This design comes from an exercise in tuning for small area, a short achievable clock period and few clock cycles per item on the open sky130 flow, not from production work.
The RTL was checked by simulation tests, not by an equivalence proof against the original design.

## flow/design.v (module list and top-level ports; edited modules follow where they fit)
// module himg_qmap: 1390 lines
module himg_qmap (
    input  wire        clk,
    input  wire        rst,         
    input  wire        in_valid,
    output wire        in_ready,
    input  wire [1:0]  in_op,
    input  wire [15:0] in_data,
    output wire        out_valid,
    input  wire        out_ready,
    output wire [15:0] out_data
);
  // ...
==> flow/run.sh <==
#!/bin/bash
# synth_recipe.tcl (not shown) runs the flow's synth.tcl, then flattens the netlist and writes it again
# the make line also repeats each setting of config.mk as NAME=value (left out here)
make -C /OpenROAD-flow-scripts/flow DESIGN_CONFIG=/design/flow/config.mk WORK_HOME=/design/flow/orfs CLKGATE_MAP_FILE= SYNTH_SCRIPT=/design/flow/synth_recipe.tcl finish
==> flow/config.mk <==
export PLATFORM = sky130hd
export DESIGN_NAME = himg_qmap
export DESIGN_NICKNAME = himg_qmap
export VERILOG_FILES = /design/flow/design.v
export SDC_FILE = /design/flow/constraint.sdc
export NUM_CORES = 4
export LEC_CHECK = 0
export CAP_MARGIN = 20
export CORE_MARGIN = 2
export CORE_UTILIZATION = 55
export PLACE_DENSITY = 0.65
export SLEW_MARGIN = 20
==> flow/constraint.sdc <==
create_clock -name core_clock -period 14.0 [get_ports {clk}]
set_input_delay 2.8000 -clock core_clock [delete_from_list [all_inputs] [get_ports {clk}]]
set_output_delay 2.8000 -clock core_clock [all_outputs]
set_load 0.01 [all_outputs]
==> metrics.cfg, run 1 <==
[placed_design]
placed_area_mm2 = 0.0572
dp.cells = 6739
gp_congestion = 0.909

[grt]
grt_max_degree = 180
gr-total-overflow = 0
antenna_found_initial = 4
use_met1 = 0.348

[timing]
fin_crit_ps = 5540
finalHoldViolCount = 0

[detailed_routing]
wl_met1_um = 59200
drtIter0Drc = 2737
routed_wl_um = 131000
dr.pass1.iters = 5

[final_layout]
layout_common_cells = inv_1, edfxtp_1, ha_1
final_common_cell = inv_1
final.fill_count = 8536
n_all_buffers = 81
bufAreaShareNonClock = 0.0119
regArea_mm2 = 0.0210

[setup_path]
path_cells = and2_1 -> fa_1 -> inv_1 -> fa_1 -> inv_1 -> fa_1 -> fa_1 -> ha_1 -> a21o_1 -> a21o_1 -> a21oi_1 -> o31ai_1 -> a211oi_1 -> o31ai_1 -> a21oi_1 -> nor2b_1 -> o21a_1 -> o31a_1
r2r_end = p2_R[14]
path_buf_inv = 2
critical_path.endpoint = p2_R[14]
cpMostUsedCell = fa_1
reg2reg_from = dq_1[6]

[status]
status = complete, no violations

[clocking]
postCtsSetupRepairBufs = 0
cts_buffer_depth = 3
cts_tree = done

[synth]
netlist_top_cells_count = inv_1, edfxtp_1, ha_1, nand2_1, o21ai_0
synthAdderAreaFrac = 0.211
synth_edf_count = 646
yosys.area_share.simple = 0.133
ys_top_cells_by_area = edfxtp_1, ha_1, fa_1
synth.cell_area_mm2 = 0.0555

[min_path]
hold_path_startpoint = p1_c[6]
min_path_type = reg -> reg
min_to = p2_c[6]

[floorplan]
die_h_um = 322
design.die.area_mm2 = 0.103

Testbench counts, summed over its fixed seeds: cycles 3,568, items 3,072.
==> inputs of run 2 (changes only) <==
--- a/flow/design.v
+++ b/flow/design.v
@@ -338,150 +338,203 @@
     always @(posedge clk) if (en) p1_q <= d10_qo[0:0];
     always @(posedge clk) if (rst) p1_v <= 1'b0; else if (en) p1_v <= dec_vo;
     wire [6:0] d9_hi = p1_R[15:9];
     wire        d9_ge = (step[15:7] == 9'd0) & (d9_hi >= step[6:0]) & ~p1_k[0];
     wire [6:0] d9_sb = d9_hi - step[6:0];
     assign d9_Ro = d9_ge ? {d9_sb, p1_R[8:0]} : p1_R;
     assign d9_qo = {p1_q_z[9:0], d9_ge};
     wire [13:0] dY_ac1 = p1_R[13:0];
-    wire dY_as2 = (dY_ac1[0] & dq_1[6]) ^ (dY_ac1[1] & dq_1[5]);
-    wire dY_ac3 = (dY_ac1[0] & dq_1[6]) & (dY_ac1[1] & dq_1[5]);
-    wire dY_as4 = (dY_ac1[1] & dq_1[6]) ^ (dY_ac1[2] & dq_1[5]) ^ (dY_ac1[3] & dq_1[4]);
-    wire dY_ac5 = ((dY_ac1[1] & dq_1[6]) & (dY_ac1[2] & dq_1[5])) | ((dY_ac1[1] & dq_1[6]) & (dY_ac1[3] & dq_1[4])) | ((dY_ac1[2] & dq_1[5]) & (dY_ac1[3] & dq_1[4]));
-    wire dY_as6 = (dY_ac1[2] & dq_1[6]) ^ (dY_ac1[3] & dq_1[5]) ^ (dY_ac1[4] & dq_1[4]);
-    wire dY_ac7 = ((dY_ac1[2] & dq_1[6]) & (dY_ac1[3] & dq_1[5])) | ((dY_ac1[2] & dq_1[6]) & (dY_ac1[4] & dq_1[4])) | ((dY_ac1[3] & dq_1[5]) & (dY_ac1[4] & dq_1[4]));
-    wire dY_as8 = (dY_ac1[3] & dq_1[6]) ^ (dY_ac1[4] & dq_1[5]) ^ (dY_ac1[5] & dq_1[4]);
-    wire dY_ac9 = ((dY_ac1[3] & dq_1[6]) & (dY_ac1[4] & dq_1[5])) | ((dY_ac1[3] & dq_1[6]) & (dY_ac1[5] & dq_1[4])) | ((dY_ac1[4] & dq_1[5]) & (dY_ac1[5] & dq_1[4]));
-    wire dY_as10 = (dY_ac1[4] & dq_1[6]) ^ (dY_ac1[5] & dq_1[5]) ^ (dY_ac1[6] & dq_1[4]);
-    wire dY_ac11 = ((dY_ac1[4] & dq_1[6]) & (dY_ac1[5] & dq_1[5])) | ((dY_ac1[4] & dq_1[6]) & (dY_ac1[6] & dq_1[4])) | ((dY_ac1[5] & dq_1[5]) & (dY_ac1[6] & dq_1[4]));
-    wire dY_as12 = (dY_ac1[5] & dq_1[6]) ^ (dY_ac1[6] & dq_1[5]) ^ (dY_ac1[7] & dq_1[4]);
-    wire dY_ac13 = ((dY_ac1[5] & dq_1[6]) & (dY_ac1[6] & dq_1[5])) | ((dY_ac1[5] & dq_1[6]) & (dY_ac1[7] & dq_1[4])) | ((dY_ac1[6] & dq_1[5]) & (dY_ac1[7] & dq_1[4]));
-    wire dY_as14 = (dY_ac1[6] & dq_1[6]) ^ (dY_ac1[7] & dq_1[5]) ^ (dY_ac1[8] & dq_1[4]);
-    wire dY_ac15 = ((dY_ac1[6] & dq_1[6]) & (dY_ac1[7] & dq_1[5])) | ((dY_ac1[6] & dq_1[6]) & (dY_ac1[8] & dq_1[4])) | ((dY_ac1[7] & dq_1[5]) & (dY_ac1[8] & dq_1[4]));
-    wire dY_as16 = (dY_ac1[7] & dq_1[6]) ^ (dY_ac1[8] & dq_1[5]) ^ (dY_ac1[9] & dq_1[4]);
-    wire dY_ac17 = ((dY_ac1[7] & dq_1[6]) & (dY_ac1[8] & dq_1[5])) | ((dY_ac1[7] & dq_1[6]) & (dY_ac1[9] & dq_1[4])) | ((dY_ac1[8] & dq_1[5]) & (dY_ac1[9] & dq_1[4]));
-    wire dY_as18 = (dY_ac1[8] & dq_1[6]) ^ (dY_ac1[9] & dq_1[5]);
-    wire dY_ac19 = (dY_ac1[8] & dq_1[6]) & (dY_ac1[9] & dq_1[5]);
-    wire dY_as20 = (dY_ac1[0] & dq_1[4]) ^ (dY_ac1[1] & dq_1[3]);
-    wire dY_ac21 = (dY_ac1[0] & dq_1[4]) & (dY_ac1[1] & dq_1[3]);
-    wire dY_as22 = (dY_ac1[0] & dq_1[5]) ^ (dY_ac1[1] & dq_1[4]) ^ (dY_ac1[2] & dq_1[3]);
-    wire dY_ac23 = ((dY_ac1[0] & dq_1[5]) & (dY_ac1[1] & dq_1[4])) | ((dY_ac1[0] & dq_1[5]) & (dY_ac1[2] & dq_1[3])) | ((dY_ac1[1] & dq_1[4]) & (dY_ac1[2] & dq_1[3]));
-    wire dY_as24 = (dY_ac1[3] & dq_1[2]) ^ (dY_ac1[4] & dq_1[1]);
-    wire dY_ac25 = (dY_ac1[3] & dq_1[2]) & (dY_ac1[4] & dq_1[1]);
-    wire dY_as26 = dY_as2 ^ (dY_ac1[2] & dq_1[4]) ^ (dY_ac1[3] & dq_1[3]);
-    wire dY_ac27 = (dY_as2 & (dY_ac1[2] & dq_1[4])) | (dY_as2 & (dY_ac1[3] & dq_1[3])) | ((dY_ac1[2] & dq_1[4]) & (dY_ac1[3] & dq_1[3]));
-    wire dY_as28 = (dY_ac1[4] & dq_1[2]) ^ (dY_ac1[5] & dq_1[1]) ^ (dY_ac1[6] & dq_1[0]);
-    wire dY_ac29 = ((dY_ac1[4] & dq_1[2]) & (dY_ac1[5] & dq_1[1])) | ((dY_ac1[4] & dq_1[2]) & (dY_ac1[6] & dq_1[0])) | ((dY_ac1[5] & dq_1[1]) & (dY_ac1[6] & dq_1[0]));
-    wire dY_as30 = dY_as4 ^ (dY_ac1[4] & dq_1[3]) ^ (dY_ac1[5] & dq_1[2]);
-    wire dY_ac31 = (dY_as4 & (dY_ac1[4] & dq_1[3])) | (dY_as4 & (dY_ac1[5] & dq_1[2])) | ((dY_ac1[4] & dq_1[3]) & (dY_ac1[5] & dq_1[2]));
-    wire dY_as32 = (dY_ac1[6] & dq_1[1]) ^ (dY_ac1[7] & dq_1[0]) ^ dY_ac3;
-    wire dY_ac33 = ((dY_ac1[6] & dq_1[1]) & (dY_ac1[7] & dq_1[0])) | ((dY_ac1[6] & dq_1[1]) & dY_ac3) | ((dY_ac1[7] & dq_1[0]) & dY_ac3);
-    wire dY_as34 = dY_as6 ^ (dY_ac1[5] & dq_1[3]) ^ (dY_ac1[6] & dq_1[2]);
-    wire dY_ac35 = (dY_as6 & (dY_ac1[5] & dq_1[3])) | (dY_as6 & (dY_ac1[6] & dq_1[2])) | ((dY_ac1[5] & dq_1[3]) & (dY_ac1[6] & dq_1[2]));
-    wire dY_as36 = (dY_ac1[7] & dq_1[1]) ^ (dY_ac1[8] & dq_1[0]) ^ dY_ac5;
-    wire dY_ac37 = ((dY_ac1[7] & dq_1[1]) & (dY_ac1[8] & dq_1[0])) | ((dY_ac1[7] & dq_1[1]) & dY_ac5) | ((dY_ac1[8] & dq_1[0]) & dY_ac5);
-    wire dY_as38 = dY_as8 ^ (dY_ac1[6] & dq_1[3]) ^ (dY_ac1[7] & dq_1[2]);
-    wire dY_ac39 = (dY_as8 & (dY_ac1[6] & dq_1[3])) | (dY_as8 & (dY_ac1[7] & dq_1[2])) | ((dY_ac1[6] & dq_1[3]) & (dY_ac1[7] & dq_1[2]));
-    wire dY_as40 = (dY_ac1[8] & dq_1[1]) ^ (dY_ac1[9] & dq_1[0]) ^ dY_ac7;
-    wire dY_ac41 = ((dY_ac1[8] & dq_1[1]) & (dY_ac1[9] & dq_1[0])) | ((dY_ac1[8] & dq_1[1]) & dY_ac7) | ((dY_ac1[9] & dq_1[0]) & dY_ac7);
-    wire dY_as42 = dY_as10 ^ (dY_ac1[7] & dq_1[3]) ^ (dY_ac1[8] & dq_1[2]);
-    wire dY_ac43 = (dY_as10 & (dY_ac1[7] & dq_1[3])) | (dY_as10 & (dY_ac1[8] & dq_1[2])) | ((dY_ac1[7] & dq_1[3]) & (dY_ac1[8] & dq_1[2]));
-    wire dY_as44 = (dY_ac1[9] & dq_1[1]) ^ (dY_ac1[10] & dq_1[0]) ^ dY_ac9;
-    wire dY_ac45 = ((dY_ac1[9] & dq_1[1]) & (dY_ac1[10] & dq_1[0])) | ((dY_ac1[9] & dq_1[1]) & dY_ac9) | ((dY_ac1[10] & dq_1[0]) & dY_ac9);
-    wire dY_as46 = dY_as12 ^ (dY_ac1[8] & dq_1[3]) ^ (dY_ac1[9] & dq_1[2]);
-    wire dY_ac47 = (dY_as12 & (dY_ac1[8] & dq_1[3])) | (dY_as12 & (dY_ac1[9] & dq_1[2])) | ((dY_ac1[8] & dq_1[3]) & (dY_ac1[9] & dq_1[2]));
-    wire dY_as48 = (dY_ac1[10] & dq_1[1]) ^ (dY_ac1[11] & dq_1[0]) ^ dY_ac11;
-    wire dY_ac49 = ((dY_ac1[10] & dq_1[1]) & (dY_ac1[11] & dq_1[0])) | ((dY_ac1[10] & dq_1[1]) & dY_ac11) | ((dY_ac1[11] & dq_1[0]) & dY_ac11);
-    wire dY_as50 = dY_as14 ^ (dY_ac1[9] & dq_1[3]) ^ (dY_ac1[10] & dq_1[2]);
-    wire dY_ac51 = (dY_as14 & (dY_ac1[9] & dq_1[3])) | (dY_as14 & (dY_ac1[10] & dq_1[2])) | ((dY_ac1[9] & dq_1[3]) & (dY_ac1[10] & dq_1[2]));
-    wire dY_as52 = (dY_ac1[11] & dq_1[1]) ^ (dY_ac1[12] & dq_1[0]) ^ dY_ac13;
-    wire dY_ac53 = ((dY_ac1[11] & dq_1[1]) & (dY_ac1[12] & dq_1[0])) | ((dY_ac1[11] & dq_1[1]) & dY_ac13) | ((dY_ac1[12] & dq_1[0]) & dY_ac13);
-    wire dY_as54 = dY_as16 ^ (dY_ac1[10] & dq_1[3]) ^ (dY_ac1[11] & dq_1[2]);
-    wire dY_ac55 = (dY_as16 & (dY_ac1[10] & dq_1[3])) | (dY_as16 & (dY_ac1[11] & dq_1[2])) | ((dY_ac1[10] & dq_1[3]) & (dY_ac1[11] & dq_1[2]));
-    wire dY_as56 = (dY_ac1[12] & dq_1[1]) ^ (dY_ac1[13] & dq_1[0]) ^ dY_ac15;
-    wire dY_ac57 = ((dY_ac1[12] & dq_1[1]) & (dY_ac1[13] & dq_1[0])) | ((dY_ac1[12] & dq_1[1]) & dY_ac15) | ((dY_ac1[13] & dq_1[0]) & dY_ac15);
-    wire dY_as58 = dY_as18 ^ (dY_ac1[10] & dq_1[4]) ^ (dY_ac1[11] & dq_1[3]);
-    wire dY_ac59 = (dY_as18 & (dY_ac1[10] & dq_1[4])) | (dY_as18 & (dY_ac1[11] & dq_1[3])) | ((dY_ac1[10] & dq_1[4]) & (dY_ac1[11] & dq_1[3]));
-    wire dY_as60 = (dY_ac1[12] & dq_1[2]) ^ (dY_ac1[13] & dq_1[1]) ^ dY_ac17;
-    wire dY_ac61 = ((dY_ac1[12] & dq_1[2]) & (dY_ac1[13] & dq_1[1])) | ((dY_ac1[12] & dq_1[2]) & dY_ac17) | ((dY_ac1[13] & dq_1[1]) & dY_ac17);
-    wire dY_as62 = (dY_ac1[9] & dq_1[6]) ^ (dY_ac1[10] & dq_1[5]) ^ (dY_ac1[11] & dq_1[4]);
-    wire dY_ac63 = ((dY_ac1[9] & dq_1[6]) & (dY_ac1[10] & dq_1[5])) | ((dY_ac1[9] & dq_1[6]) & (dY_ac1[11] & dq_1[4])) | ((dY_ac1[10] & dq_1[5]) & (dY_ac1[11] & dq_1[4]));
-    wire dY_as64 = (dY_ac1[12] & dq_1[3]) ^ (dY_ac1[13] & dq_1[2]) ^ dY_ac19;
-    wire dY_ac65 = ((dY_ac1[12] & dq_1[3]) & (dY_ac1[13] & dq_1[2])) | ((dY_ac1[12] & dq_1[3]) & dY_ac19) | ((dY_ac1[13] & dq_1[2]) & dY_ac19);
-    wire dY_as66 = (dY_ac1[10] & dq_1[6]) ^ (dY_ac1[11] & dq_1[5]) ^ (dY_ac1[12] & dq_1[4]);
-    wire dY_ac67 = ((dY_ac1[10] & dq_1[6]) & (dY_ac1[11] & dq_1[5])) | ((dY_ac1[10] & dq_1[6]) & (dY_ac1[12] & dq_1[4])) | ((dY_ac1[11] & dq_1[5]) & (dY_ac1[12] & dq_1[4]));
-    wire dY_as68 = (dY_ac1[0] & dq_1[3]) ^ (dY_ac1[1] & dq_1[2]);
-    wire dY_ac69 = (dY_ac1[0] & dq_1[3]) & (dY_ac1[1] & dq_1[2]);
-    wire dY_as70 = dY_as20 ^ (dY_ac1[2] & dq_1[2]) ^ (dY_ac1[3] & dq_1[1]);
-    wire dY_ac71 = (dY_as20 & (dY_ac1[2] & dq_1[2])) | (dY_as20 & (dY_ac1[3] & dq_1[1])) | ((dY_ac1[2] & dq_1[2]) & (dY_ac1[3] & dq_1[1]));
-    wire dY_as72 = dY_as22 ^ dY_as24 ^ (dY_ac1[5] & dq_1[0]);
-    wire dY_ac73 = (dY_as22 & dY_as24) | (dY_as22 & (dY_ac1[5] & dq_1[0])) | (dY_as24 & (dY_ac1[5] & dq_1[0]));
-    wire dY_as74 = dY_as26 ^ dY_as28 ^ dY_ac23;
-    wire dY_ac75 = (dY_as26 & dY_as28) | (dY_as26 & dY_ac23) | (dY_as28 & dY_ac23);
-    wire dY_as76 = dY_as30 ^ dY_as32 ^ dY_ac27;
-    wire dY_ac77 = (dY_as30 & dY_as32) | (dY_as30 & dY_ac27) | (dY_as32 & dY_ac27);
-    wire dY_as78 = dY_as34 ^ dY_as36 ^ dY_ac31;
-    wire dY_ac79 = (dY_as34 & dY_as36) | (dY_as34 & dY_ac31) | (dY_as36 & dY_ac31);
-    wire dY_as80 = dY_as38 ^ dY_as40 ^ dY_ac35;
-    wire dY_ac81 = (dY_as38 & dY_as40) | (dY_as38 & dY_ac35) | (dY_as40 & dY_ac35);
-    wire dY_as82 = dY_as42 ^ dY_as44 ^ dY_ac39;
-    wire dY_ac83 = (dY_as42 & dY_as44) | (dY_as42 & dY_ac39) | (dY_as44 & dY_ac39);
-    wire dY_as84 = dY_as46 ^ dY_as48 ^ dY_ac43;
-    wire dY_ac85 = (dY_as46 & dY_as48) | (dY_as46 & dY_ac43) | (dY_as48 & dY_ac43);
-    wire dY_as86 = dY_as50 ^ dY_as52 ^ dY_ac47;
-    wire dY_ac87 = (dY_as50 & dY_as52) | (dY_as50 & dY_ac47) | (dY_as52 & dY_ac47);
-    wire dY_as88 = dY_as54 ^ dY_as56 ^ dY_ac51;
-    wire dY_ac89 = (dY_as54 & dY_as56) | (dY_as54 & dY_ac51) | (dY_as56 & dY_ac51);
-    wire dY_as90 = dY_as58 ^ dY_as60 ^ dY_ac55;
-    wire dY_ac91 = (dY_as58 & dY_as60) | (dY_as58 & dY_ac55) | (dY_as60 & dY_ac55);
-    wire dY_as92 = dY_as62 ^ dY_as64 ^ dY_ac59;
-    wire dY_ac93 = (dY_as62 & dY_as64) | (dY_as62 & dY_ac59) | (dY_as64 & dY_ac59);
-    wire dY_as94 = dY_as66 ^ (dY_ac1[13] & dq_1[3]) ^ dY_ac63;
-    wire dY_ac95 = (dY_as66 & (dY_ac1[13] & dq_1[3])) | (dY_as66 & dY_ac63) | ((dY_ac1[13] & dq_1[3]) & dY_ac63);
-    wire dY_as96 = (dY_ac1[11] & dq_1[6]) ^ (dY_ac1[12] & dq_1[5]) ^ (dY_ac1[13] & dq_1[4]);
-    wire dY_ac97 = ((dY_ac1[11] & dq_1[6]) & (dY_ac1[12] & dq_1[5])) | ((dY_ac1[11] & dq_1[6]) & (dY_ac1[13] & dq_1[4])) | ((dY_ac1[12] & dq_1[5]) & (dY_ac1[13] & dq_1[4]));
-    wire dY_as98 = (dY_ac1[0] & dq_1[2]) ^ (dY_ac1[1] & dq_1[1]);
-    wire dY_ac99 = (dY_ac1[0] & dq_1[2]) & (dY_ac1[1] & dq_1[1]);
-    wire dY_as100 = dY_as68 ^ (dY_ac1[2] & dq_1[1]) ^ (dY_ac1[3] & dq_1[0]);
-    wire dY_ac101 = (dY_as68 & (dY_ac1[2] & dq_1[1])) | (dY_as68 & (dY_ac1[3] & dq_1[0])) | ((dY_ac1[2] & dq_1[1]) & (dY_ac1[3] & dq_1[0]));
-    wire dY_as102 = dY_as70 ^ (dY_ac1[4] & dq_1[0]) ^ dY_ac69;
-    wire dY_ac103 = (dY_as70 & (dY_ac1[4] & dq_1[0])) | (dY_as70 & dY_ac69) | ((dY_ac1[4] & dq_1[0]) & dY_ac69);
-    wire dY_as104 = dY_as72 ^ dY_ac21 ^ dY_ac71;
-    wire dY_ac105 = (dY_as72 & dY_ac21) | (dY_as72 & dY_ac71) | (dY_ac21 & dY_ac71);
-    wire dY_as106 = dY_as74 ^ dY_ac25 ^ dY_ac73;
-    wire dY_ac107 = (dY_as74 & dY_ac25) | (dY_as74 & dY_ac73) | (dY_ac25 & dY_ac73);
-    wire dY_as108 = dY_as76 ^ dY_ac29 ^ dY_ac75;
-    wire dY_ac109 = (dY_as76 & dY_ac29) | (dY_as76 & dY_ac75) | (dY_ac29 & dY_ac75);
-    wire dY_as110 = dY_as78 ^ dY_ac33 ^ dY_ac77;
-    wire dY_ac111 = (dY_as78 & dY_ac33) | (dY_as78 & dY_ac77) | (dY_ac33 & dY_ac77);
-    wire dY_as112 = dY_as80 ^ dY_ac37 ^ dY_ac79;
-    wire dY_ac113 = (dY_as80 & dY_ac37) | (dY_as80 & dY_ac79) | (dY_ac37 & dY_ac79);
-    wire dY_as114 = dY_as82 ^ dY_ac41 ^ dY_ac81;
-    wire dY_ac115 = (dY_as82 & dY_ac41) | (dY_as82 & dY_ac81) | (dY_ac41 & dY_ac81);
-    wire dY_as116 = dY_as84 ^ dY_ac45 ^ dY_ac83;
-    wire dY_ac117 = (dY_as84 & dY_ac45) | (dY_as84 & dY_ac83) | (dY_ac45 & dY_ac83);
-    wire dY_as118 = dY_as86 ^ dY_ac49 ^ dY_ac85;
-    wire dY_ac119 = (dY_as86 & dY_ac49) | (dY_as86 & dY_ac85) | (dY_ac49 & dY_ac85);
-    wire dY_as120 = dY_as88 ^ dY_ac53 ^ dY_ac87;
-    wire dY_ac121 = (dY_as88 & dY_ac53) | (dY_as88 & dY_ac87) | (dY_ac53 & dY_ac87);
-    wire dY_as122 = dY_as90 ^ dY_ac57 ^ dY_ac89;
-    wire dY_ac123 = (dY_as90 & dY_ac57) | (dY_as90 & dY_ac89) | (dY_ac57 & dY_ac89);
-    wire dY_as124 = dY_as92 ^ dY_ac61 ^ dY_ac91;
-    wire dY_ac125 = (dY_as92 & dY_ac61) | (dY_as92 & dY_ac91) | (dY_ac61 & dY_ac91);
-    wire dY_as126 = dY_as94 ^ dY_ac65 ^ dY_ac93;
-    wire dY_ac127 = (dY_as94 & dY_ac65) | (dY_as94 & dY_ac93) | (dY_ac65 & dY_ac93);
-    wire dY_as128 = dY_as96 ^ dY_ac67 ^ dY_ac95;
-    wire dY_ac129 = (dY_as96 & dY_ac67) | (dY_as96 & dY_ac95) | (dY_ac67 & dY_ac95);
-    wire dY_as130 = (dY_ac1[12] & dq_1[6]) ^ (dY_ac1[13] & dq_1[5]) ^ dY_ac97;
-    wire dY_ac131 = ((dY_ac1[12] & dq_1[6]) & (dY_ac1[13] & dq_1[5])) | ((dY_ac1[12] & dq_1[6]) & dY_ac97) | ((dY_ac1[13] & dq_1[5]) & dY_ac97);
-    wire [20:0] dY_ax132 = {1'b0, (dY_ac1[13] & dq_1[6]), dY_as130, dY_as128, dY_as126, dY_as124, dY_as122, dY_as120, dY_as118, dY_as116, dY_as114, dY_as112, dY_as110, dY_as108, dY_as106, dY_as104, dY_as102, dY_as100, dY_as98, (dY_ac1[0] & dq_1[1]), (dY_ac1[0] & dq_1[0])};
-    wire [20:0] dY_ay133 = {1'b0, dY_ac131, dY_ac129, dY_ac127, dY_ac125, dY_ac123, dY_ac121, dY_ac119, dY_ac117, dY_ac115, dY_ac113, dY_ac111, dY_ac109, dY_ac107, dY_ac105, dY_ac103, dY_ac101, dY_ac99, (dY_ac1[2] & dq_1[0]), (dY_ac1[1] & dq_1[0]), 1'b0};
-    wire [20:0] dY_asum134 = dY_ax132 + dY_ay133;
-    assign dY_Ro = (p1_k == 2'd1) ? {1'b0, dY_asum134[20:6]} : d9_Ro;
+    wire dY_ab2 = dq_1[0] ^ 1'b0;
+    wire dY_ab3 = (dq_1[1] & ~dq_1[0] & ~1'b0) | (~dq_1[1] & dq_1[0] & 1'b0);
+    wire dY_ab4 = dq_1[1];
+    wire dY_ab5 = ((dY_ab2 & dY_ac1[0])) ^ dY_ab4;
+    wire dY_ab6 = ((dY_ab2 & dY_ac1[1]) | (dY_ab3 & dY_ac1[0])) ^ dY_ab4;
+    wire dY_ab7 = ((dY_ab2 & dY_ac1[2]) | (dY_ab3 & dY_ac1[1])) ^ dY_ab4;
+    wire dY_ab8 = ((dY_ab2 & dY_ac1[3]) | (dY_ab3 & dY_ac1[2])) ^ dY_ab4;
+    wire dY_ab9 = ((dY_ab2 & dY_ac1[4]) | (dY_ab3 & dY_ac1[3])) ^ dY_ab4;
+    wire dY_ab10 = ((dY_ab2 & dY_ac1[5]) | (dY_ab3 & dY_ac1[4])) ^ dY_ab4;
+    wire dY_ab11 = ((dY_ab2 & dY_ac1[6]) | (dY_ab3 & dY_ac1[5])) ^ dY_ab4;
+    wire dY_ab12 = ((dY_ab2 & dY_ac1[7]) | (dY_ab3 & dY_ac1[6])) ^ dY_ab4;
+    wire dY_ab13 = ((dY_ab2 & dY_ac1[8]) | (dY_ab3 & dY_ac1[7])) ^ dY_ab4;
+    wire dY_ab14 = ((dY_ab2 & dY_ac1[9]) | (dY_ab3 & dY_ac1[8])) ^ dY_ab4;
+    wire dY_ab15 = ((dY_ab2 & dY_ac1[10]) | (dY_ab3 & dY_ac1[9])) ^ dY_ab4;
+    wire dY_ab16 = ((dY_ab2 & dY_ac1[11]) | (dY_ab3 & dY_ac1[10])) ^ dY_ab4;
+    wire dY_ab17 = ((dY_ab2 & dY_ac1[12]) | (dY_ab3 & dY_ac1[11])) ^ dY_ab4;
+    wire dY_ab18 = ((dY_ab2 & dY_ac1[13]) | (dY_ab3 & dY_ac1[12])) ^ dY_ab4;
+    wire dY_ab19 = ((dY_ab3 & dY_ac1[13])) ^ dY_ab4;
+    wire dY_ab20 = (1'b0) ^ dY_ab4;
+    wire dY_ab21 = (1'b0) ^ dY_ab4;
+    wire dY_ab22 = (1'b0) ^ dY_ab4;
+    wire dY_ab23 = (1'b0) ^ dY_ab4;
+    wire dY_ab24 = (1'b0) ^ dY_ab4;
+    wire dY_ab25 = (1'b0) ^ dY_ab4;
+    wire dY_ab26 = dq_1[2] ^ dq_1[1];
+    wire dY_ab27 = (dq_1[3] & ~dq_1[2] & ~dq_1[1]) | (~dq_1[3] & dq_1[2] & dq_1[1]);
+    wire dY_ab28 = dq_1[3];
+    wire dY_ab29 = ((dY_ab26 & dY_ac1[0])) ^ dY_ab28;
+    wire dY_ab30 = ((dY_ab26 & dY_ac1[1]) | (dY_ab27 & dY_ac1[0])) ^ dY_ab28;
+    wire dY_ab31 = ((dY_ab26 & dY_ac1[2]) | (dY_ab27 & dY_ac1[1])) ^ dY_ab28;
+    wire dY_ab32 = ((dY_ab26 & dY_ac1[3]) | (dY_ab27 & dY_ac1[2])) ^ dY_ab28;
+    wire dY_ab33 = ((dY_ab26 & dY_ac1[4]) | (dY_ab27 & dY_ac1[3])) ^ dY_ab28;
+    wire dY_ab34 = ((dY_ab26 & dY_ac1[5]) | (dY_ab27 & dY_ac1[4])) ^ dY_ab28;
+    wire dY_ab35 = ((dY_ab26 & dY_ac1[6]) | (dY_ab27 & dY_ac1[5])) ^ dY_ab28;
+    wire dY_ab36 = ((dY_ab26 & dY_ac1[7]) | (dY_ab27 & dY_ac1[6])) ^ dY_ab28;
+    wire dY_ab37 = ((dY_ab26 & dY_ac1[8]) | (dY_ab27 & dY_ac1[7])) ^ dY_ab28;
+    wire dY_ab38 = ((dY_ab26 & dY_ac1[9]) | (dY_ab27 & dY_ac1[8])) ^ dY_ab28;
+    wire dY_ab39 = ((dY_ab26 & dY_ac1[10]) | (dY_ab27 & dY_ac1[9])) ^ dY_ab28;
+    wire dY_ab40 = ((dY_ab26 & dY_ac1[11]) | (dY_ab27 & dY_ac1[10])) ^ dY_ab28;
+    wire dY_ab41 = ((dY_ab26 & dY_ac1[12]) | (dY_ab27 & dY_ac1[11])) ^ dY_ab28;
+    wire dY_ab42 = ((dY_ab26 & dY_ac1[13]) | (dY_ab27 & dY_ac1[12])) ^ dY_ab28;
+    wire dY_ab43 = ((dY_ab27 & dY_ac1[13])) ^ dY_ab28;
+    wire dY_ab44 = (1'b0) ^ dY_ab28;
+    wire dY_ab45 = (1'b0) ^ dY_ab28;
+    wire dY_ab46 = (1'b0) ^ dY_ab28;
+    wire dY_ab47 = (1'b0) ^ dY_ab28;
+    wire dY_ab48 = dq_1[4] ^ dq_1[3];
+    wire dY_ab49 = (dq_1[5] & ~dq_1[4] & ~dq_1[3]) | (~dq_1[5] & dq_1[4] & dq_1[3]);
+    wire dY_ab50 = dq_1[5];
+    wire dY_ab51 = ((dY_ab48 & dY_ac1[0])) ^ dY_ab50;
+    wire dY_ab52 = ((dY_ab48 & dY_ac1[1]) | (dY_ab49 & dY_ac1[0])) ^ dY_ab50;
+    wire dY_ab53 = ((dY_ab48 & dY_ac1[2]) | (dY_ab49 & dY_ac1[1])) ^ dY_ab50;
+    wire dY_ab54 = ((dY_ab48 & dY_ac1[3]) | (dY_ab49 & dY_ac1[2])) ^ dY_ab50;
+    wire dY_ab55 = ((dY_ab48 & dY_ac1[4]) | (dY_ab49 & dY_ac1[3])) ^ dY_ab50;
+    wire dY_ab56 = ((dY_ab48 & dY_ac1[5]) | (dY_ab49 & dY_ac1[4])) ^ dY_ab50;
+    wire dY_ab57 = ((dY_ab48 & dY_ac1[6]) | (dY_ab49 & dY_ac1[5])) ^ dY_ab50;
+    wire dY_ab58 = ((dY_ab48 & dY_ac1[7]) | (dY_ab49 & dY_ac1[6])) ^ dY_ab50;
+    wire dY_ab59 = ((dY_ab48 & dY_ac1[8]) | (dY_ab49 & dY_ac1[7])) ^ dY_ab50;
+    wire dY_ab60 = ((dY_ab48 & dY_ac1[9]) | (dY_ab49 & dY_ac1[8])) ^ dY_ab50;
+    wire dY_ab61 = ((dY_ab48 & dY_ac1[10]) | (dY_ab49 & dY_ac1[9])) ^ dY_ab50;
+    wire dY_ab62 = ((dY_ab48 & dY_ac1[11]) | (dY_ab49 & dY_ac1[10])) ^ dY_ab50;
+    wire dY_ab63 = ((dY_ab48 & dY_ac1[12]) | (dY_ab49 & dY_ac1[11])) ^ dY_ab50;
+    wire dY_ab64 = ((dY_ab48 & dY_ac1[13]) | (dY_ab49 & dY_ac1[12])) ^ dY_ab50;
+    wire dY_ab65 = ((dY_ab49 & dY_ac1[13])) ^ dY_ab50;
+    wire dY_ab66 = (1'b0) ^ dY_ab50;
+    wire dY_ab67 = (1'b0) ^ dY_ab50;
+    wire dY_ab68 = dq_1[6] ^ dq_1[5];
+    wire dY_ab69 = (1'b0 & ~dq_1[6] & ~dq_1[5]) | (~1'b0 & dq_1[6] & dq_1[5]);
+    wire dY_ab70 = 1'b0;
+    wire dY_ab71 = ((dY_ab68 & dY_ac1[0])) ^ dY_ab70;
+    wire dY_ab72 = ((dY_ab68 & dY_ac1[1]) | (dY_ab69 & dY_ac1[0])) ^ dY_ab70;
+    wire dY_ab73 = ((dY_ab68 & dY_ac1[2]) | (dY_ab69 & dY_ac1[1])) ^ dY_ab70;
+    wire dY_ab74 = ((dY_ab68 & dY_ac1[3]) | (dY_ab69 & dY_ac1[2])) ^ dY_ab70;
+    wire dY_ab75 = ((dY_ab68 & dY_ac1[4]) | (dY_ab69 & dY_ac1[3])) ^ dY_ab70;
+    wire dY_ab76 = ((dY_ab68 & dY_ac1[5]) | (dY_ab69 & dY_ac1[4])) ^ dY_ab70;
+    wire dY_ab77 = ((dY_ab68 & dY_ac1[6]) | (dY_ab69 & dY_ac1[5])) ^ dY_ab70;
+    wire dY_ab78 = ((dY_ab68 & dY_ac1[7]) | (dY_ab69 & dY_ac1[6])) ^ dY_ab70;
+    wire dY_ab79 = ((dY_ab68 & dY_ac1[8]) | (dY_ab69 & dY_ac1[7])) ^ dY_ab70;
+    wire dY_ab80 = ((dY_ab68 & dY_ac1[9]) | (dY_ab69 & dY_ac1[8])) ^ dY_ab70;
+    wire dY_ab81 = ((dY_ab68 & dY_ac1[10]) | (dY_ab69 & dY_ac1[9])) ^ dY_ab70;
+    wire dY_ab82 = ((dY_ab68 & dY_ac1[11]) | (dY_ab69 & dY_ac1[10])) ^ dY_ab70;
+    wire dY_ab83 = ((dY_ab68 & dY_ac1[12]) | (dY_ab69 & dY_ac1[11])) ^ dY_ab70;
+    wire dY_ab84 = ((dY_ab68 & dY_ac1[13]) | (dY_ab69 & dY_ac1[12])) ^ dY_ab70;
+    wire dY_ab85 = ((dY_ab69 & dY_ac1[13])) ^ dY_ab70;
+    wire dY_as86 = dY_ab11 ^ dY_ab33;
+    wire dY_ac87 = dY_ab11 & dY_ab33;
+    wire dY_as88 = dY_ab12 ^ dY_ab34;
+    wire dY_ac89 = dY_ab12 & dY_ab34;
+    wire dY_as90 = dY_ab13 ^ dY_ab35;
+    wire dY_ac91 = dY_ab13 & dY_ab35;
+    wire dY_as92 = dY_ab14 ^ dY_ab36;
+    wire dY_ac93 = dY_ab14 & dY_ab36;
+    wire dY_as94 = dY_ab15 ^ dY_ab37;
+    wire dY_ac95 = dY_ab15 & dY_ab37;
+    wire dY_as96 = dY_ab16 ^ dY_ab38;
+    wire dY_ac97 = dY_ab16 & dY_ab38;
+    wire dY_as98 = dY_ab17 ^ dY_ab39;
+    wire dY_ac99 = dY_ab17 & dY_ab39;
+    wire dY_as100 = dY_ab18 ^ dY_ab40;
+    wire dY_ac101 = dY_ab18 & dY_ab40;
+    wire dY_as102 = dY_ab19 ^ dY_ab41;
+    wire dY_ac103 = dY_ab19 & dY_ab41;
+    wire dY_as104 = dY_ab20 ^ dY_ab42;
+    wire dY_ac105 = dY_ab20 & dY_ab42;
+    wire dY_as106 = dY_ab21 ^ dY_ab43;
+    wire dY_ac107 = dY_ab21 & dY_ab43;
+    wire dY_as108 = dY_ab22 ^ dY_ab44;
+    wire dY_ac109 = dY_ab22 & dY_ab44;
+    wire dY_as110 = dY_ab23 ^ dY_ab45;
+    wire dY_ac111 = dY_ab23 & dY_ab45;
+    wire dY_as112 = dY_ab24 ^ dY_ab46;
+    wire dY_ac113 = dY_ab24 & dY_ab46;
+    wire dY_as114 = dY_ab25 ^ dY_ab47;
+    wire dY_as115 = dY_ab9 ^ dY_ab31;
+    wire dY_ac116 = dY_ab9 & dY_ab31;
+    wire dY_as117 = dY_ab10 ^ dY_ab32;
+    wire dY_ac118 = dY_ab10 & dY_ab32;
+    wire dY_as119 = dY_as86 ^ dY_ab53 ^ dY_ab71;
+    wire dY_ac120 = (dY_as86 & dY_ab53) | (dY_as86 & dY_ab71) | (dY_ab53 & dY_ab71);
+    wire dY_as121 = dY_as88 ^ dY_ab54 ^ dY_ab72;
+    wire dY_ac122 = (dY_as88 & dY_ab54) | (dY_as88 & dY_ab72) | (dY_ab54 & dY_ab72);
+    wire dY_as123 = dY_as90 ^ dY_ab55 ^ dY_ab73;
+    wire dY_ac124 = (dY_as90 & dY_ab55) | (dY_as90 & dY_ab73) | (dY_ab55 & dY_ab73);
+    wire dY_as125 = dY_as92 ^ dY_ab56 ^ dY_ab74;
+    wire dY_ac126 = (dY_as92 & dY_ab56) | (dY_as92 & dY_ab74) | (dY_ab56 & dY_ab74);
+    wire dY_as127 = dY_as94 ^ dY_ab57 ^ dY_ab75;
+    wire dY_ac128 = (dY_as94 & dY_ab57) | (dY_as94 & dY_ab75) | (dY_ab57 & dY_ab75);
+    wire dY_as129 = dY_as96 ^ dY_ab58 ^ dY_ab76;
+    wire dY_ac130 = (dY_as96 & dY_ab58) | (dY_as96 & dY_ab76) | (dY_ab58 & dY_ab76);
+    wire dY_as131 = dY_as98 ^ dY_ab59 ^ dY_ab77;
+    wire dY_ac132 = (dY_as98 & dY_ab59) | (dY_as98 & dY_ab77) | (dY_ab59 & dY_ab77);
+    wire dY_as133 = dY_as100 ^ dY_ab60 ^ dY_ab78;
+    wire dY_ac134 = (dY_as100 & dY_ab60) | (dY_as100 & dY_ab78) | (dY_ab60 & dY_ab78);
+    wire dY_as135 = dY_as102 ^ dY_ab61 ^ dY_ab79;
+    wire dY_ac136 = (dY_as102 & dY_ab61) | (dY_as102 & dY_ab79) | (dY_ab61 & dY_ab79);
+    wire dY_as137 = dY_as104 ^ dY_ab62 ^ dY_ab80;
+    wire dY_ac138 = (dY_as104 & dY_ab62) | (dY_as104 & dY_ab80) | (dY_ab62 & dY_ab80);
+    wire dY_as139 = dY_as106 ^ dY_ab63 ^ dY_ab81;
+    wire dY_ac140 = (dY_as106 & dY_ab63) | (dY_as106 & dY_ab81) | (dY_ab63 & dY_ab81);
+    wire dY_as141 = dY_as108 ^ dY_ab64 ^ dY_ab82;
+    wire dY_ac142 = (dY_as108 & dY_ab64) | (dY_as108 & dY_ab82) | (dY_ab64 & dY_ab82);
+    wire dY_as143 = dY_as110 ^ dY_ab65 ^ dY_ab83;
+    wire dY_ac144 = (dY_as110 & dY_ab65) | (dY_as110 & dY_ab83) | (dY_ab65 & dY_ab83);
+    wire dY_as145 = dY_as112 ^ dY_ab66 ^ dY_ab84;
+    wire dY_ac146 = (dY_as112 & dY_ab66) | (dY_as112 & dY_ab84) | (dY_ab66 & dY_ab84);
+    wire dY_as147 = dY_as114 ^ dY_ab67 ^ dY_ab85;
+    wire dY_as148 = dY_ab7 ^ dY_ab29;
+    wire dY_ac149 = dY_ab7 & dY_ab29;
+    wire dY_as150 = dY_ab8 ^ dY_ab30;
+    wire dY_ac151 = dY_ab8 & dY_ab30;
+    wire dY_as152 = dY_as115 ^ dY_ab51 ^ dY_ab50;
+    wire dY_ac153 = (dY_as115 & dY_ab51) | (dY_as115 & dY_ab50) | (dY_ab51 & dY_ab50);
+    wire dY_as154 = dY_as117 ^ dY_ab52 ^ dY_ac116;
+    wire dY_ac155 = (dY_as117 & dY_ab52) | (dY_as117 & dY_ac116) | (dY_ab52 & dY_ac116);
+    wire dY_as156 = dY_as119 ^ dY_ab70 ^ dY_ac118;
+    wire dY_ac157 = (dY_as119 & dY_ab70) | (dY_as119 & dY_ac118) | (dY_ab70 & dY_ac118);
+    wire dY_as158 = dY_as121 ^ dY_ac87 ^ dY_ac120;
+    wire dY_ac159 = (dY_as121 & dY_ac87) | (dY_as121 & dY_ac120) | (dY_ac87 & dY_ac120);
+    wire dY_as160 = dY_as123 ^ dY_ac89 ^ dY_ac122;
+    wire dY_ac161 = (dY_as123 & dY_ac89) | (dY_as123 & dY_ac122) | (dY_ac89 & dY_ac122);
+    wire dY_as162 = dY_as125 ^ dY_ac91 ^ dY_ac124;
+    wire dY_ac163 = (dY_as125 & dY_ac91) | (dY_as125 & dY_ac124) | (dY_ac91 & dY_ac124);
+    wire dY_as164 = dY_as127 ^ dY_ac93 ^ dY_ac126;
+    wire dY_ac165 = (dY_as127 & dY_ac93) | (dY_as127 & dY_ac126) | (dY_ac93 & dY_ac126);
+    wire dY_as166 = dY_as129 ^ dY_ac95 ^ dY_ac128;
+    wire dY_ac167 = (dY_as129 & dY_ac95) | (dY_as129 & dY_ac128) | (dY_ac95 & dY_ac128);
+    wire dY_as168 = dY_as131 ^ dY_ac97 ^ dY_ac130;
+    wire dY_ac169 = (dY_as131 & dY_ac97) | (dY_as131 & dY_ac130) | (dY_ac97 & dY_ac130);
+    wire dY_as170 = dY_as133 ^ dY_ac99 ^ dY_ac132;
+    wire dY_ac171 = (dY_as133 & dY_ac99) | (dY_as133 & dY_ac132) | (dY_ac99 & dY_ac132);
+    wire dY_as172 = dY_as135 ^ dY_ac101 ^ dY_ac134;
+    wire dY_ac173 = (dY_as135 & dY_ac101) | (dY_as135 & dY_ac134) | (dY_ac101 & dY_ac134);
+    wire dY_as174 = dY_as137 ^ dY_ac103 ^ dY_ac136;
+    wire dY_ac175 = (dY_as137 & dY_ac103) | (dY_as137 & dY_ac136) | (dY_ac103 & dY_ac136);
+    wire dY_as176 = dY_as139 ^ dY_ac105 ^ dY_ac138;
+    wire dY_ac177 = (dY_as139 & dY_ac105) | (dY_as139 & dY_ac138) | (dY_ac105 & dY_ac138);
+    wire dY_as178 = dY_as141 ^ dY_ac107 ^ dY_ac140;
+    wire dY_ac179 = (dY_as141 & dY_ac107) | (dY_as141 & dY_ac140) | (dY_ac107 & dY_ac140);
+    wire dY_as180 = dY_as143 ^ dY_ac109 ^ dY_ac142;
+    wire dY_ac181 = (dY_as143 & dY_ac109) | (dY_as143 & dY_ac142) | (dY_ac109 & dY_ac142);
+    wire dY_as182 = dY_as145 ^ dY_ac111 ^ dY_ac144;
+    wire dY_ac183 = (dY_as145 & dY_ac111) | (dY_as145 & dY_ac144) | (dY_ac111 & dY_ac144);
+    wire dY_as184 = dY_as147 ^ dY_ac113 ^ dY_ac146;
+    wire [20:0] dY_ax185 = {dY_as184, dY_as182, dY_as180, dY_as178, dY_as176, dY_as174, dY_as172, dY_as170, dY_as168, dY_as166, dY_as164, dY_as162, dY_as160, dY_as158, dY_as156, dY_as154, dY_as152, dY_as150, dY_as148, dY_ab6, dY_ab5};
+    wire [20:0] dY_ay186 = {dY_ac183, dY_ac181, dY_ac179, dY_ac177, dY_ac175, dY_ac173, dY_ac171, dY_ac169, dY_ac167, dY_ac165, dY_ac163, dY_ac161, dY_ac159, dY_ac157, dY_ac155, dY_ac153, dY_ac151, dY_ac149, dY_ab28, 1'b0, dY_ab4};
+    wire [20:0] dY_asum187 = dY_ax185 + dY_ay186;
+    assign dY_Ro = (p1_k == 2'd1) ? {1'b0, dY_asum187[20:6]} : d9_Ro;
     always @(posedge clk) if (en) p2_R <= dY_Ro;
     always @(posedge clk) if (en) p2_c <= p1_c;
     always @(posedge clk) if (en) p2_k <= p1_k;
     always @(posedge clk) if (en) p2_neg <= p1_neg;
     always @(posedge clk) if (en) p2_q <= d9_qo[1:0];
     always @(posedge clk) if (rst) p2_v <= 1'b0; else if (en) p2_v <= p1_v;
     wire [7:0] d8_hi = p2_R[15:8];
     wire        d8_ge = (step[15:8] == 8'd0) & (d8_hi >= step[7:0]) & ~p2_k[0];
==> flow/config.mk (replaced) <==
export PLATFORM = sky130hd
export DESIGN_NAME = himg_qmap
export DESIGN_NICKNAME = himg_qmap
export VERILOG_FILES = /design/flow/design.v
export SDC_FILE = /design/flow/constraint.sdc
export NUM_CORES = 4
export LEC_CHECK = 0
export CAP_MARGIN = 50
export CORE_MARGIN = 2
export CORE_UTILIZATION = 55
export PLACE_DENSITY = 0.65
export SLEW_MARGIN = 70
==> metrics.cfg, run 2 <==
[grt]
antenna_found_initial = 3  ; -1
gr-total-overflow = 0  ; unchanged
grt_pass1_wl_um = 217000
grt_max_degree = 71  ; -61%
grt_pass1_vias = 39563
grt_use_total = 0.265

[synth]
yosysTopAreaCellShare = 0.349
synth.cell_area_mm2 = 0.0555  ; about the same
synth_edf_count = 646  ; unchanged
synth-seq-cells = 725
synth_most_common_cell = edfxtp_1
syn_inst = 5560
yosysSeqAreaShare = 0.378
ys_top_cells_by_area = edfxtp_1, ha_1, fa_1
synth_async_sr_flop_share = 0
synth_cell_types = 105
netlist_top_cells_count = edfxtp_1, inv_1, ha_1, nand2_1, nor2_1
ys.flop_type = edfxtp_1
synth_top_area_cell = edfxtp_1
ys.warnings.count = 1
syn-num-nets = 6357
syn_avg_cell_area_um2 = 9.99

[clocking]
clock-sinks = 725
cts_made_buffers = 83
cts-root-buf = clkbuf_16
postCtsSetupRepairBufs = 0  ; unchanged
cts_resized = 0
cts_buffer_depth = 3  ; unchanged
cts.htree.levels = 3
cts_tree = done
clk_pin_slew_worst_paths_ps = 70
insertion_delay_ps = 660
ctsHoldBuffers = 0

[floorplan]
core_mm2 = 0.100
die_w_um = 322
design.die.area_mm2 = 0.104  ; about the same
die_h_um = 322  ; about the same
pin_count = 40
row_count = 116
start_util = 0.555

[final_layout]
final_common_cell = edfxtp_1
layout_common_cells = edfxtp_1, inv_1, ha_1
syn2layout_area_growth_pct = 10.8
nets = 6462
layout-drive-gt1-share = 0.0998
design_area_mm2 = 0.0615
final.fill_count = 8359  ; -2.1%
diodes = 0

[placed_design]
io_buffer_count = 39
place_hpwl_um = 103000
gp_congestion = 0.886  ; -2.5%
placed_area_mm2 = 0.0585  ; +2.3%

[setup_path]
worst_setup_path_end_kind = flip-flop
crit_required_ps = 14510
crit_type = reg -> reg
r2r_end = p2_R[14]
arrival_ps = 5670
worst-path-max-fanout = 13
reg2reg_slack_ps = 8830
reg2reg_from = dq_1[2]
cp-start-kind = flip-flop
reg2reg_depth = 20

[detailed_routing]
routed_wl_um = 137000  ; +4.2%
vias = 41243
viasPerCell = 5.87
ant_nets = 0
dr.pass1.iters = 6  ; +1
wl_per_cell_um = 19.5
drc_errors = 0
drtIter0Drc = 3352  ; +22%

[timing]
setup_viol = 0
drv_slew = 0
period_share = 0.369
finalHoldViolCount = 0  ; unchanged
rsz0062_at_grt = false
clock.fmax_ghz = 0.194
fin_crit_ps = 5170  ; -371 ps
fin_skew_ps = 25.4
fin_tns_setup_ps = 0

[min_path]
min_path_type = reg -> reg
hold_path_startpoint = p4_R[2]
min_to = p5_R[2]
worstHoldPathCells = 0

[status]
status = complete, no violations

[job]
maxCapViolations = 0

-- run 2: cell types whose count changed after synthesis, sizes merged, moves of 14 or more --
cell,before,now
and2,205,149
nor2,298,350
nand2,485,435
inv,678,635
fa,242,211
a22oi,12,30
mux2,78,96
a221oi,9,24
a22o,3,17
buf,26,40
o21ai,343,357
-- run 2: critical path, cell delays in order (launching register included) --
cell and delay [ps]:
edfxtp_1 490, buf_2 240, xor2_1 220, and2_2 330, a221oi_1 120, ha_1 300
inv_1 60, fa_1 530, inv_1 50, fa_1 460, ha_1 330, a21oi_1 150
o22ai_1 90, nor2_1 130, a21oi_1 100, o2111ai_2 250, a311oi_1 170, o21a_1 240
o21a_1 200, or4_1 470, nand3_1 100
-- run 2: layout make-up --
type | instances | area, µm² | share of cell area
clock inverters | 49 | 533 | 0.00866
multi-input cells | 3997 | 31900 | 0.519
inverters | 640 | 2420 | 0.0394
repair buffers | 218 | 1750 | 0.0285
well taps | 1298 | 1620 | 0.0264
flip-flops and latches | 725 | 21000 | 0.341
clock buffers | 103 | 2260 | 0.0368
-- run 2: cells by family (layout without fill, tap and decap cells) --
kind of cell,Yosys count,in the layout,synth area share
fa+ha+maj,775,775,0.203
mux,175,175,0.0337
simple gates,1429,1429,0.125
xor+xnor,320,320,0.0510
buf+inv,838,1010,0.0575
flops,725,725,0.378
other cells,2,2,0.000135
compound gates,1296,1296,0.152
-- run 2: worst max path at each step --
stage / from / endpoint / slack (ps) / cells after the start
final: dq_1[2] / p2_R[14] / 8830 / 20
after global routing: dq_1[2] / p2_R[14] / 8470 / 20
after CTS: dq_1[2] / p2_R[14] / 8730 / 20
after detailed placement: dq_1[2] / p2_R[14] / 8760 / 20
after global placement: dq_1[2] / p2_R[14] / 8470 / 18
after floorplan: o2_v / dq_13[0] / 830 / 3
-- run 2: metal layers --
| metal | track usage | part of all wire | vias to the layer above | wire length (µm) |
|---|---|---|---|---|
| li1 | - | - | 19959 | - |
| met1 | 0.394 | 0.48 | 20003 | 65300 |
| met2 | 0.406 | 0.44 | 1106 | 60200 |
| met3 | 0.0428 | 0.066 | 173 | 8990 |
| met4 | 0.0592 | 0.017 | 2 | 2340 |
| met5 | 0 | 0.000095 | - | 13 |
-- run 2: per-stage QoR --
stage          std cells  setup WS, ps  hold slack [ps]  utilization
3_5_place_dp        6864          8760              405        0.584
3_3_place_gp        6743          8470              401        0.571
2_1_floorplan       5560           834              400            -
4_1_cts             7016          8730              401        0.612
6_report            7030          8830              404        0.615
5_1_grt             7030          8470              403        0.615
Testbench counts of run 2, summed over its fixed seeds: cycles 3,568, items 3,072.

## port drivers added, routing unchanged
No port has a modelled driver above. Below, the same layouts with a new extraction and two added sets of constraints.
Step 1 (the two cells are an assumption about what drives the block):
set clk [get_ports {clk}]
set_driving_cell -lib_cell sky130_fd_sc_hd__clkbuf_16 $clk
set_driving_cell -lib_cell sky130_fd_sc_hd__buf_2 [delete_from_list [all_inputs] $clk]
Step 2 adds t to the input delays and takes it off the output delays; t is the mean of the earliest and latest rising clock arrival at the registers after step 1. Input paths then give back, and output paths get back, about the clock's delay inside the block.
a / b / c = ideal ports / drivers / drivers and shift; a / b = the first two.
| run | t (ns) | setup WS [ns] | hold slack, ns | worst slew at a driven data input, ns |
|---|---|---|---|---|
| run 1 | 0.724 | 8.463 / 8.463 / 8.463 | 0.412 / 0.412 / 0.412 | 0.10 |
| run 2 | 0.721 | 8.834 / 8.834 / 8.834 | 0.404 / 0.404 / 0.404 | 0.07 |
After both steps every run listed still meets setup and hold.
